Background: an optimization exercise with open tools, aiming at small area, a short achievable clock period and few clock cycles. Do not read the settings as production practice. Function was checked by simulation only, so behaviour that the tests miss may differ from the original. Power and IR drop assume default switching activity.

==> run R <==
// qfb
module qfb (
    input             clk,
    input             rst,
    input             req_valid,
    output            req_ready,
    input             req_write,
    input      [7:0]  req_addr,
    input      [31:0] req_wdata,
    output reg        rsp_valid,
    output reg [31:0] rsp_data,
    output reg        out_valid,
    input             out_ready,
    output reg [2:0]  out_kind,
    output reg [47:0] out_data
);
==> flow/config.mk <==
export PLATFORM = sky130hd
export DESIGN_NAME = qfb
export DESIGN_NICKNAME = qfb
export VERILOG_FILES = /design/flow/design.v
export SDC_FILE = /design/flow/constraint.sdc
export NUM_CORES = 4
export LEC_CHECK = 0
export CAP_MARGIN = 20
export CORE_MARGIN = 2
export CORE_UTILIZATION = 40
export CTS_BUF_LIST = sky130_fd_sc_hd__clkbuf_8
export CTS_CLUSTER_DIAMETER = 55
export CTS_CLUSTER_SIZE = 15
export PLACE_DENSITY = 0.5
export SETUP_SLACK_MARGIN = 5
export SLEW_MARGIN = 20
export SYNTH_MEMORY_MAX_BITS = 16384
==> flow/constraint.sdc <==
create_clock -name core_clock -period 10.0 [get_ports {clk}]
set_input_delay 2.0000 -clock core_clock [delete_from_list [all_inputs] [get_ports {clk}]]
set_output_delay 2.0000 -clock core_clock [all_outputs]
set_load 0.01 [all_outputs]
run.sh (not shown) runs the stock make flow with config.mk's settings and CLKGATE_MAP_FILE= SYNTH_SCRIPT=/design/flow/synth_recipe.tcl, a recipe that flattens the netlist after the stock synthesis.
==> run B: changes against run R <==
--- a/flow/design.v
+++ b/flow/design.v
@@ -411,13 +411,13 @@
                 rx_lt    <= (fcount < p4);
                 rx_eq    <= (fcount == p4);
                 rv       <= 1'b0;
                 first    <= 1'b1;
                 eop      <= !op[5] ? E_BULK : op[0] ? E_DEC : E_ENC;
                 bs       <= !op[5] ? bptr[1:0] : 2'd0;
-                rem      <= !op[5] ? oph[8:0] : {1'b0, p4};
+                rem      <= !op[5] ? oph[8:0] + {7'd0, bptr[1:0]} : {1'b0, p4};
                 if (adv) begin
                     out_kind <= op[1] ? K_RX_END : K_TX_DONE;
                     out_data <= {40'd0, (op[1] && !phase) ? fcount : 8'd0};
                 end
                 if (a_rd)
                     rsp_valid <= 1'b1;
@@ -519,13 +519,12 @@
             S_ENG: begin
                 rdata <= edat;
                 tag   <= ra[7:2];
                 rv    <= 1'b1;
                 ran   = ra + 8'd4;
                 if (!rv) begin
-                    rem <= rem + {7'd0, bs};
                     case (bs)
                         2'd0: acc <= 16'hFFFF;
                         2'd1: acc <= 16'h1E0C;
                         2'd2: acc <= 16'h84CF;
                         default: acc <= 16'h2D71;
                     endcase
==> summary of the runs <==
Maximum frequency: run B is larger than run R (about 1.8%).
Between run B and run R, the lower first-iteration DRC count is in run B (gap about 2.8%, measured against run R).
Synthesized cell count: run R is smaller than run B (about 0.7%).
Register-to-register slack is about the same in run R and run B.
Of run R and run B, run R has the higher via count (gap about 0.36%, measured against run B).
==> figures <==
Metal1 wirelength: run R 213 mm; run B 204 mm
Number of nets produced by synthesis: run R 8625; run B 8682
Status: run R no timing/DRC/antenna violations; run B no timing/DRC/antenna violations
Starting DRT DRC Count: run R 14.6k; run B 14.2k
Max-Slew Margin vs Limit: run R 0.102; run B 0.0929
Worst hold-check slack: run R 0.462 ns; run B 0.458 ns
Setup Slack @ Placement: run R 3.34 ns; run B 3.80 ns
Worst endpoint required time: run R 10.66 ns; run B 10.98 ns
Post-layout power: run R 21.1 mW; run B 21.9 mW
Inverters: run R 115; run B 121
Synth Cell Area: run R 114000 um2; run B 114000 um2
Testbench counts of run R, summed over its fixed seeds: cycles 158,379.
Testbench counts of run B, summed over its fixed seeds: cycles 158,379.

========
==> xenon: inputs <==
qfb, a different RTL version from the one above (not shown whole).
Settings: LEC_CHECK=0, CAP_MARGIN=20, CORE_MARGIN=2, CORE_UTILIZATION=40, CTS_BUF_LIST=sky130_fd_sc_hd__clkbuf_8, CTS_CLUSTER_DIAMETER=50, CTS_CLUSTER_SIZE=12, PLACE_DENSITY=0.5, SETUP_SLACK_MARGIN=5, SLEW_MARGIN=20, SYNTH_MEMORY_MAX_BITS=16384; clock period 10.0 ns.
==> pepper: changes against xenon <==
--- a/flow/design.v
+++ b/flow/design.v
@@ -73,17 +73,16 @@
     reg  [31:0] rdata;
     reg  [5:0]  tag;           
     reg  [8:0]  rem;           
     reg         first;         
     reg  [1:0]  bs;            
     reg  [15:0] chk_idx;
     reg  [15:0] chk_len;
     reg  [7:0]  stlo;
-    reg  [7:0]  sthi;
     reg         tx_last;
     reg         rxp;           
     reg         rx_lt, rx_eq;  
     reg  [7:0]  rxpos;         
     reg         admit_q;
     reg         lenbad_q;
     reg  [5:0]  wr_word;
     reg  [3:0]  wr_mask;
@@ -315,34 +314,36 @@
             3'd1: eacc = ec1;
             3'd2: eacc = ec2;
             3'd3: eacc = ec3;
             default: eacc = ec4;
         endcase
     end
     wire        e_last = (eop == E_DEC) ? (tag == p5[7:2]) : (rem <= 9'd4);
     wire [8:0]  tx_lim = 9'd4 + {1'b0, tx_length[7:0]};
-    wire [15:0] accn   = crc_step(acc, out_data[7:0]);
+    wire        bsel   = (mode == M_RX);
+    wire [15:0] accn   = crc_step((bsel && rxpos == 8'd0) ? 16'hFFFF : acc,
+                                  bsel ? wr_data[7:0] : out_data[7:0]);
     reg         te_hdr, te_pay, te_low, te_clo, te_last;
     wire [8:0]  kc1    = {1'b0, kc} + 9'd1;
     reg  [7:0]  te_wbyte;      
     always @(*) begin
         if (te_hdr)
             te_wbyte = lane({tx_length, tx_index}, kc[1:0]);
         else if (te_low)
             te_wbyte = 8'd0;
         else if (te_clo)
             te_wbyte = accn[7:0];
         else
             te_wbyte = acc[15:8];
     end
     wire [7:0]  te_byte = te_pay ? lane(rdata, kc[1:0]) : te_wbyte;
     wire [15:0] rx_st  = {wr_data[7:0], stlo};
     wire        rx_ok  = (acc == rx_st);
-    wire [15:0] rxb_acc = crc_step((rxpos == 8'd0) ? 16'hFFFF : acc, wr_data[7:0]);
+    wire        dv_ok  = (acc == {rx_stored[15:8], stlo});
     always @(posedge clk) begin
         ns  = state;
         nov = out_valid && !out_ready;
         ran = ra;
         if (rst) begin
             mode       <= M_IDLE;
             result     <= R_OK;
             len_over   <= 1'b0;
@@ -379,17 +380,17 @@
             rsp_valid <= 1'b0;
             rsp_data  <= rd_val;
             wr_mask   <= 4'd0;
             rxp       <= 1'b0;
             admit_q   <= allow_skip ? (chk_idx >= expected) : (chk_idx == expected);
             lenbad_q  <= chk_big;
             if (rxp) begin
                 if (rx_lt)
-                    acc <= rxb_acc;
+                    acc <= accn;
                 case (rxpos)
                     8'd0: chk_idx[7:0]  <= wr_data[7:0];
                     8'd1: chk_idx[15:8] <= wr_data[7:0];
                     8'd2: chk_len[7:0]  <= wr_data[7:0];
                     8'd3: chk_len[15:8] <= wr_data[7:0];
                     default: ;
                 endcase
                 if (rx_eq)
@@ -408,17 +409,17 @@
                 te_clo   <= 1'b0;
                 te_last  <= 1'b0;
                 rx_lt    <= (fcount < p4);
                 rx_eq    <= (fcount == p4);
                 rv       <= 1'b0;
                 first    <= 1'b1;
                 eop      <= !op[5] ? E_BULK : op[0] ? E_DEC : E_ENC;
                 bs       <= !op[5] ? bptr[1:0] : 2'd0;
-                rem      <= !op[5] ? oph[8:0] : {1'b0, p4};
+                rem      <= !op[5] ? oph[8:0] + {7'd0, bptr[1:0]} : {1'b0, p4};
                 if (adv) begin
                     out_kind <= op[1] ? K_RX_END : K_TX_DONE;
                     out_data <= {40'd0, (op[1] && !phase) ? fcount : 8'd0};
                 end
                 if (a_rd)
                     rsp_valid <= 1'b1;
                 if (a_wr)
                     result <= w_res;
@@ -516,17 +517,16 @@
                     nov = 1'b1;
             end
             S_ENG: begin
                 rdata <= edat;
                 tag   <= ra[7:2];
                 rv    <= 1'b1;
                 ran   = ra + 8'd4;
                 if (!rv) begin
-                    rem <= rem + {7'd0, bs};
                     case (bs)
                         2'd0: acc <= 16'hFFFF;
                         2'd1: acc <= 16'h1E0C;
                         2'd2: acc <= 16'h84CF;
                         default: acc <= 16'h2D71;
                     endcase
                 end
                 if (rv) begin
@@ -540,17 +540,17 @@
                         wr_data <= rdata;
                     end
                     if (eop == E_DEC) begin
                         if (tag == 6'd0) begin
                             chk_idx <= rdata[15:0];
                             chk_len <= rdata[31:16];
                         end
                         if (tag == p4[7:2]) stlo <= lane(rdata, p4[1:0]);
-                        if (tag == p5[7:2]) sthi <= lane(rdata, p5[1:0]);
+                        if (tag == p5[7:2]) rx_stored[15:8] <= lane(rdata, p5[1:0]);
                     end
                     if (e_last) begin
                         rv <= 1'b0;
                         case (eop)
                             E_BULK: begin
                                 crc <= eacc;
                                 ran = bptr[7:0];
                                 ns  = S_IDLE;
@@ -574,25 +574,25 @@
                 crc     <= acc;
                 ns = S_EWAIT;
             end
             S_EWAIT: begin
                 ran = bptr[7:0];
                 ns = S_IDLE;
             end
             S_DV: begin
-                rx_stored <= {sthi, stlo};
+                rx_stored[7:0] <= stlo;
                 rx_calc   <= acc;
                 crc       <= acc;
-                len_over  <= (acc == {sthi, stlo}) && chk_big;
-                if (acc == {sthi, stlo}) begin
+                len_over  <= dv_ok && chk_big;
+                if (dv_ok) begin
                     rx_index  <= chk_idx;
                     rx_length <= chk_len;
                 end
-                result <= (acc == {sthi, stlo}) ? R_OK : R_MISMATCH;
+                result <= dv_ok ? R_OK : R_MISMATCH;
                 ran = bptr[7:0];
                 ns = S_IDLE;
             end
             S_TE: if (adv) begin
                 nov      = 1'b1;
                 out_kind <= K_DATA;
                 out_data <= {40'd0, te_byte};
                 if (te_hdr && kc[1:0] == 2'd0)
==> cedar: changes against xenon <==
--- a/flow/design.v
+++ b/flow/design.v
@@ -76,17 +76,16 @@
     reg         first;         
     reg  [1:0]  bs;            
     reg  [15:0] chk_idx;
     reg  [15:0] chk_len;
     reg  [7:0]  stlo;
     reg  [7:0]  sthi;
     reg         tx_last;
     reg         rxp;           
-    reg         rx_lt, rx_eq;  
     reg  [7:0]  rxpos;         
     reg         admit_q;
     reg         lenbad_q;
     reg  [5:0]  wr_word;
     reg  [3:0]  wr_mask;
     reg  [31:0] wr_data;
     reg  [2047:0] fb;
     genvar gw;
@@ -316,25 +315,25 @@
             3'd2: eacc = ec2;
             3'd3: eacc = ec3;
             default: eacc = ec4;
         endcase
     end
     wire        e_last = (eop == E_DEC) ? (tag == p5[7:2]) : (rem <= 9'd4);
     wire [8:0]  tx_lim = 9'd4 + {1'b0, tx_length[7:0]};
     wire [15:0] accn   = crc_step(acc, out_data[7:0]);
-    reg         te_hdr, te_pay, te_low, te_clo, te_last;
-    wire [8:0]  kc1    = {1'b0, kc} + 9'd1;
+    wire        te_hdr = (kc < 8'd4);
+    wire        te_pay = !te_hdr && ({1'b0, kc} < tx_lim);
     reg  [7:0]  te_wbyte;      
     always @(*) begin
         if (te_hdr)
             te_wbyte = lane({tx_length, tx_index}, kc[1:0]);
-        else if (te_low)
+        else if (kc < p4)
             te_wbyte = 8'd0;
-        else if (te_clo)
+        else if (kc == p4)
             te_wbyte = accn[7:0];
         else
             te_wbyte = acc[15:8];
     end
     wire [7:0]  te_byte = te_pay ? lane(rdata, kc[1:0]) : te_wbyte;
     wire [15:0] rx_st  = {wr_data[7:0], stlo};
     wire        rx_ok  = (acc == rx_st);
     wire [15:0] rxb_acc = crc_step((rxpos == 8'd0) ? 16'hFFFF : acc, wr_data[7:0]);
@@ -378,42 +377,35 @@
         end else begin
             rsp_valid <= 1'b0;
             rsp_data  <= rd_val;
             wr_mask   <= 4'd0;
             rxp       <= 1'b0;
             admit_q   <= allow_skip ? (chk_idx >= expected) : (chk_idx == expected);
             lenbad_q  <= chk_big;
             if (rxp) begin
-                if (rx_lt)
+                if (rxpos < p4)
                     acc <= rxb_acc;
                 case (rxpos)
                     8'd0: chk_idx[7:0]  <= wr_data[7:0];
                     8'd1: chk_idx[15:8] <= wr_data[7:0];
                     8'd2: chk_len[7:0]  <= wr_data[7:0];
                     8'd3: chk_len[15:8] <= wr_data[7:0];
                     default: ;
                 endcase
-                if (rx_eq)
+                if (rxpos == p4)
                     stlo <= wr_data[7:0];
             end
             case (state)
             S_IDLE: begin
                 wr_data  <= {4{opb}};
                 wr_word  <= (mode == M_TX) ? tx_wpos[7:2] : (mode == M_RX) ? fcount[7:2] : bptr[7:2];
                 rxpos    <= fcount;
                 tx_last  <= tx_end;
                 kc       <= 8'd0;
-                te_hdr   <= 1'b1;
-                te_pay   <= 1'b0;
-                te_low   <= 1'b1;
-                te_clo   <= 1'b0;
-                te_last  <= 1'b0;
-                rx_lt    <= (fcount < p4);
-                rx_eq    <= (fcount == p4);
                 rv       <= 1'b0;
                 first    <= 1'b1;
                 eop      <= !op[5] ? E_BULK : op[0] ? E_DEC : E_ENC;
                 bs       <= !op[5] ? bptr[1:0] : 2'd0;
                 rem      <= !op[5] ? oph[8:0] : {1'b0, p4};
                 if (adv) begin
                     out_kind <= op[1] ? K_RX_END : K_TX_DONE;
                     out_data <= {40'd0, (op[1] && !phase) ? fcount : 8'd0};
@@ -526,17 +518,17 @@
                         2'd0: acc <= 16'hFFFF;
                         2'd1: acc <= 16'h1E0C;
                         2'd2: acc <= 16'h84CF;
                         default: acc <= 16'h2D71;
                     endcase
                 end
                 if (rv) begin
                     acc   <= eacc;
-                    rem   <= (rem[8:2] != 7'd0) ? {rem[8:2] - 7'd1, rem[1:0]} : 9'd0;
+                    rem   <= rem - {6'd0, en};
                     first <= 1'b0;
                     if (eng_enc) begin
                         wr_word <= tag;
                         wr_mask <= (en == 3'd4) ? 4'b1111 : (en == 3'd3) ? 4'b0111 :
                                    (en == 3'd2) ? 4'b0011 : (en == 3'd1) ? 4'b0001 : 4'b0000;
                         wr_data <= rdata;
                     end
                     if (eop == E_DEC) begin
@@ -590,36 +582,31 @@
                 result <= (acc == {sthi, stlo}) ? R_OK : R_MISMATCH;
                 ran = bptr[7:0];
                 ns = S_IDLE;
             end
             S_TE: if (adv) begin
                 nov      = 1'b1;
                 out_kind <= K_DATA;
                 out_data <= {40'd0, te_byte};
-                if (te_hdr && kc[1:0] == 2'd0)
+                if (kc == 8'd0)
                     acc <= 16'hFFFF;
-                else if (te_low || te_clo)
+                else if (kc <= p4)
                     acc <= accn;
-                te_hdr  <= (kc1 < 9'd4);
-                te_pay  <= (kc1 >= 9'd4) && (kc1 < tx_lim);
-                te_low  <= (kc1 < {1'b0, p4});
-                te_clo  <= (kc1 == {1'b0, p4});
-                te_last <= (kc1 == {1'b0, p5});
                 if (!te_pay) begin
                     wr_word <= kc[7:2];
                     wr_mask <= 4'd1 << kc[1:0];
                     wr_data <= {4{te_wbyte}};
                 end
                 if (kc[1:0] == 2'd3) begin
                     rdata <= rword;
                     ran   = ra + 8'd4;
                 end
                 kc <= kc + 8'd1;
-                if (te_last) begin
+                if (kc == p5) begin
                     crc <= acc;
                     ns  = S_TF;
                 end
             end
             S_TF: if (adv) begin
                 nov      = 1'b1;
                 out_kind <= K_TX_FRAME;
                 out_data <= {16'd0, tx_length, tx_index};
==> metrics.md <==
| Metric | Value |
|---|---|
| Run status | finished clean |
| Syn Inst Count | 8,512 |
| Register area | 75,600 sq um |
| Tap Count | 3,743 |
| Sink Count | 2,614 |
| CP max FO | 43 |
| FF-to-FF End | acc[5] |
| Power per cell area | 180 nW/um^2 |
| Worst-path cell chain | clkdlybuf4s50_1 > or4_1 > nor4_4 > nand3_1 > buf_4 > and3_1 > o21ai_0 > o211ai_1 > a31oi_1 > nor2_1 > nor4b_1 |
That was pepper.
==> metrics.md <==
| Metric | Value |
|---|---|
| Run status | finished clean |
| Power per cell area | 174 nW/um^2 |
| Tap Count | 3,762 |
| Syn Inst Count | 8,515 |
| CP max FO | 17 |
| FF-to-FF End | crc[12] |
| Crit path capture | crc[12] |
| Worst-path cell chain | clkdlybuf4s50_1 > buf_4 > inv_1 > ha_1 > or3b_2 > nor3_2 > nor2_1 > a211oi_2 > buf_4 > o21a_1 > nand2_1 > o32a_1 |
| Register area | 75,800 sq um |
| Sink Count | 2,622 |
| Met3 Resource Use GR | 9.68% |
That was xenon.
==> metrics.md <==
| Metric | Value |
|---|---|
| Run status | finished clean |
| Syn Inst Count | 8,476 |
| Sink Count | 2,615 |
| Power per cell area | 183 nW/um^2 |
| Worst-path cell chain | inv_1 > ha_1 > nor2_1 > inv_1 > ha_1 > o21ai_0 > a21oi_1 > o21a_1 > o21ai_0 > nand2b_1 > a21oi_1 > xnor2_1 > o21ai_0 |
| Tap Count | 3,762 |
| FF-to-FF End | rem[8] |
| Synth top area cells | edfxtp_1, dfxtp_1, a22o_1 |
| Max_cap viols | 0 |
| CP max FO | 6 |
That was cedar.
Testbench counts of xenon, summed over its fixed seeds: cycles 158,379.
Testbench counts of pepper, summed over its fixed seeds: cycles 158,379.
Testbench counts of cedar, summed over its fixed seeds: cycles 158,379.

[separate check: timing with driven ports]
Ports are ideal in the flow. The routed layouts listed here were re-timed in OpenROAD. Step 1 assumes that a clkbuf_16 drives the clock port and a buf_2 every other input. Step 2, shift: input delay + t, output delay - t, t = (earliest + latest rising clock arrival at the registers) / 2. This alone moves slack from input paths to output paths. a / b / c = ideal / step 1 / step 2; a / b = the first two.
run	t, ns	setup slack, ns	worst setup path after step 2	clock arrival spread, ns	slew at the worst register clock pin (ns)
run R	1.178	5.011 / 5.089 / 3.911	input to register	0.130 / 0.130	0.11 / 0.11
run B	1.212	5.097 / 5.175 / 3.964	input to register	0.137 / 0.137	0.11 / 0.11
xenon	1.208	5.066 / 5.152 / 3.944	input to register	0.144 / 0.144	0.09 / 0.09
pepper	1.242	5.086 / 5.140 / 3.924	input to register	0.150 / 0.149	0.09 / 0.09
cedar	1.183	5.002 / 5.002 / 3.993	input to register	0.107 / 0.107	0.09 / 0.09
After both steps setup and hold are still met in every run listed. For pepper, which loses most, drivers alone change the setup slack by +0.054 ns; drivers and shift together by -1.162 ns.
